What follows belongs to an exercise in optimizing a design on an open flow for small area, a short achievable clock period and few clock cycles; a production flow would make more cautious choices.

job 9052:
==> flow/design.v <==
module xxtea_engine (
    input  wire         clk,
    input  wire         rst,       
    input  wire         start,     
    input  wire         decrypt,   
    input  wire [3:0]   nwords,    
    input  wire [127:0] key,       
    input  wire [255:0] din,       
    output wire         ready,
    output reg          done,
    output reg          err,
    output wire [255:0] dout
);
    localparam [31:0] DELTA = 32'h9E3779B9;
    localparam [1:0] S_IDLE = 2'd0, S_PRE1 = 2'd1, S_PRE2 = 2'd2, S_RUN = 2'd3;
    reg [31:0] s [0:7];      
    reg [31:0] k [0:3];      
    reg [31:0] c, y, z;      
    reg [1:0]  st;
    reg        dec;
    reg        d2;           
    reg [2:0]  last;         
    reg [2:0]  p;            
    reg [2:0]  q;            
    reg [5:0]  rleft;        
    reg [31:0] sum;
    integer i;
    reg [5:0]  rounds;
    reg [31:0] sum_dec0;
    always @* begin
        case (nwords)
            4'd2:    begin rounds = 6'd32; sum_dec0 = 32'hC6EF3720; end
            4'd3:    begin rounds = 6'd23; sum_dec0 = 32'h36FBEF9F; end
            4'd4:    begin rounds = 6'd19; sum_dec0 = 32'hBE1E08BB; end
            4'd5:    begin rounds = 6'd16; sum_dec0 = 32'hE3779B90; end
            4'd6:    begin rounds = 6'd14; sum_dec0 = 32'hA708A81E; end
            4'd7:    begin rounds = 6'd13; sum_dec0 = 32'h08D12E65; end
            4'd8:    begin rounds = 6'd12; sum_dec0 = 32'h6A99B4AC; end
            default: begin rounds = 6'd0;  sum_dec0 = 32'h00000000; end
        endcase
    end
    wire        run = (st == S_RUN);
    wire        idle = (st == S_IDLE);
    wire [31:0] x   = s[q];
    wire [1:0]  e   = sum[3:2];
    wire [31:0] kw  = k[p[1:0] ^ e];
    wire [31:0] mx  = (((y >> 5) ^ (z << 2)) + ((z >> 3) ^ (y << 4))) ^
                      ((sum ^ z) + (kw ^ y));
    wire [31:0] nv  = ((c ^ {32{dec}}) + mx) ^ {32{dec}};
    wire round_end = dec ? (p == 3'd0) : (p == last);
    wire [2:0] p_nxt = (p == last) ? 3'd0 : p + 3'd1;
    wire [2:0] p_prv = (p == 3'd0) ? last : p - 3'd1;
    wire [2:0] q_nxt = (q == last) ? 3'd0 : q + 3'd1;
    wire [2:0] q_prv = (q == 3'd0) ? last : q - 3'd1;
    assign ready = idle;
    genvar gi;
    generate
        for (gi = 0; gi < 8; gi = gi + 1) begin : g_out
            assign dout[32*gi +: 32] = s[gi];
        end
    endgenerate
    always @(posedge clk) begin
        for (i = 0; i < 8; i = i + 1)
            if (idle)
                s[i] <= din[32*i +: 32];
            else if (run && p == i)
                s[i] <= nv;
    end
    always @(posedge clk) begin
        if (idle) begin
            for (i = 0; i < 4; i = i + 1)
                k[i] <= key[32*i +: 32];
            c <= din[31:0];
            y <= decrypt ? din[31:0] : din[63:32];
        end else begin
            if (run) begin
                if (dec) begin
                    c <= z;
                    y <= nv;
                    z <= d2 ? nv : x;
                end else begin
                    c <= y;
                    y <= d2 ? nv : x;
                    z <= nv;
                end
            end else begin
                if (st == S_PRE2) c <= z;
                z <= x;
            end
        end
    end
    always @(posedge clk) begin
        if (rst) begin
            st   <= S_IDLE;
            done <= 1'b0;
            err  <= 1'b0;
        end else begin
            done <= 1'b0;
            case (st)
                S_IDLE: if (start) begin
                    dec   <= decrypt;
                    d2    <= (nwords == 4'd2);
                    last  <= nwords[2:0] - 3'd1;
                    rleft <= rounds;
                    sum   <= decrypt ? sum_dec0 : DELTA;
                    p     <= decrypt ? nwords[2:0] - 3'd1 : 3'd0;
                    q     <= nwords[2:0] - 3'd1;
                    if (nwords == 4'd0 || nwords > 4'd8) begin
                        err  <= 1'b1;
                        done <= 1'b1;
                    end else if (nwords == 4'd1) begin
                        err  <= 1'b0;
                        done <= 1'b1;
                    end else begin
                        err  <= 1'b0;
                        st   <= S_PRE1;
                    end
                end
                S_PRE1: begin
                    if (dec) begin
                        st <= S_PRE2;
                        q  <= q_prv;
                    end else begin
                        st <= S_RUN;
                        q  <= d2 ? 3'd0 : 3'd2;
                    end
                end
                S_PRE2: begin
                    st <= S_RUN;
                    q  <= q_prv;
                end
                default: begin
                    q <= dec ? q_prv : q_nxt;
                    if (round_end) begin
                        p     <= dec ? last : 3'd0;
                        sum   <= dec ? sum - DELTA : sum + DELTA;
                        rleft <= rleft - 6'd1;
                        if (rleft == 6'd1) begin
                            st   <= S_IDLE;
                            done <= 1'b1;
                        end
                    end else begin
                        p <= dec ? p - 3'd1 : p + 3'd1;
                    end
                end
            endcase
        end
    end
endmodule
make LEC_CHECK=0 ABC_AREA=1 CAP_MARGIN=20 CORE_MARGIN=2 CORE_UTILIZATION=40 PLACE_DENSITY=0.6 SLEW_MARGIN=20 finish   # period 11.0 ns
run.sh (not shown) runs the stock make flow with config.mk's settings and CLKGATE_MAP_FILE= SYNTH_SCRIPT=/design/flow/synth_recipe.tcl, a recipe that flattens the netlist after the stock synthesis.
For job 8929, these inputs were changed with respect to job 9052:
- SETUP_SLACK_MARGIN newly set to 5
## What came out
sky130_fd_sc_hd__edfxtp_1 as the cell with the biggest individual delay on the critical path was reported by job 8929, and sky130_fd_sc_hd__nor2_4 by job 9052.
On cell area after layout, job 9052 beats job 8929.
[compare] base=job 9052 new=job 8929: total wire length after detailed routing went up 0.82%.
Fmax: job 8929 better than job 9052
Looking at job 9052 and job 8929, the global-route usage is a wash.
Job 8929: no failed stages, no open violations at the end
Compared with job 9052, job 8929 shows a lower sequential share of layout area.
No run of this note included a check of the RTL's function; only the layout flow was run.

Starts from the design.v that is shown in full above.
clock: 11.0 ns
lec_check: 0
abc_area: 1
cap_margin: 20
core_margin: 2
core_utilization: 40
place_density: 0.6
slew_margin: 20
standard.sh (not shown) runs the stock make flow with config.mk's settings and CLKGATE_MAP_FILE= SYNTH_SCRIPT=/design/flow/synth_recipe.tcl, a recipe that flattens the netlist after the stock synthesis.
==> flow/flow/run.sh <==
#!/bin/bash
set -euo pipefail
export BUFFER_PORTS_ARGS="-buffer_cell sky130_fd_sc_hd__buf_1"
export SETUP_SLACK_MARGIN=7.0
bash standard.sh > standard.log 2>&1
==> next run, changes <==
--- a/flow/flow/run.sh
+++ b/flow/flow/run.sh
@@ -4 +4 @@
-export SETUP_SLACK_MARGIN=7.0
+export SETUP_SLACK_MARGIN=6.0
=>
- global-route usage goes down by 0.40 points
- worst hold slack is better by 0.012 ns
- setup slack is better by 0.082 ns
- count of clock-buffer cells in the layout goes up by 3
No run of this note included a check of the RTL's function; only the layout flow was run.

## afterwards: timing with drivers on the ports
In the flow no input, the clock included, has a driving cell. The finished layouts below were timed again as built, in two steps. Step 1 sets driving cells, clkbuf_16 on the clock port and buf_2 on the other inputs (assumed; they add their load-dependent delay and slew). Step 2 moves the port delays by t, midway between the first and last clock arrival at a register: inputs arrive t later, outputs are due t later. That takes back most of the time a late clock gives input paths. Slacks: no drivers / after step 1 / after step 2; pairs: no drivers / after step 1.
run	t (ns)	slack for setup (ns)	slew at the worst register clock pin (ns)	cell pins on the clock port's net
job 9052	0.710	4.126 / 4.126 / 4.126	0.07 / 0.07	1
job 8929	0.719	5.277 / 5.277 / 5.277	0.07 / 0.07	1
the first run of note 2	0.704	5.342 / 5.342 / 5.342	0.07 / 0.07	1
the second run of note 2	0.711	5.424 / 5.424 / 5.424	0.07 / 0.07	1
After both steps every run listed still meets setup and hold.
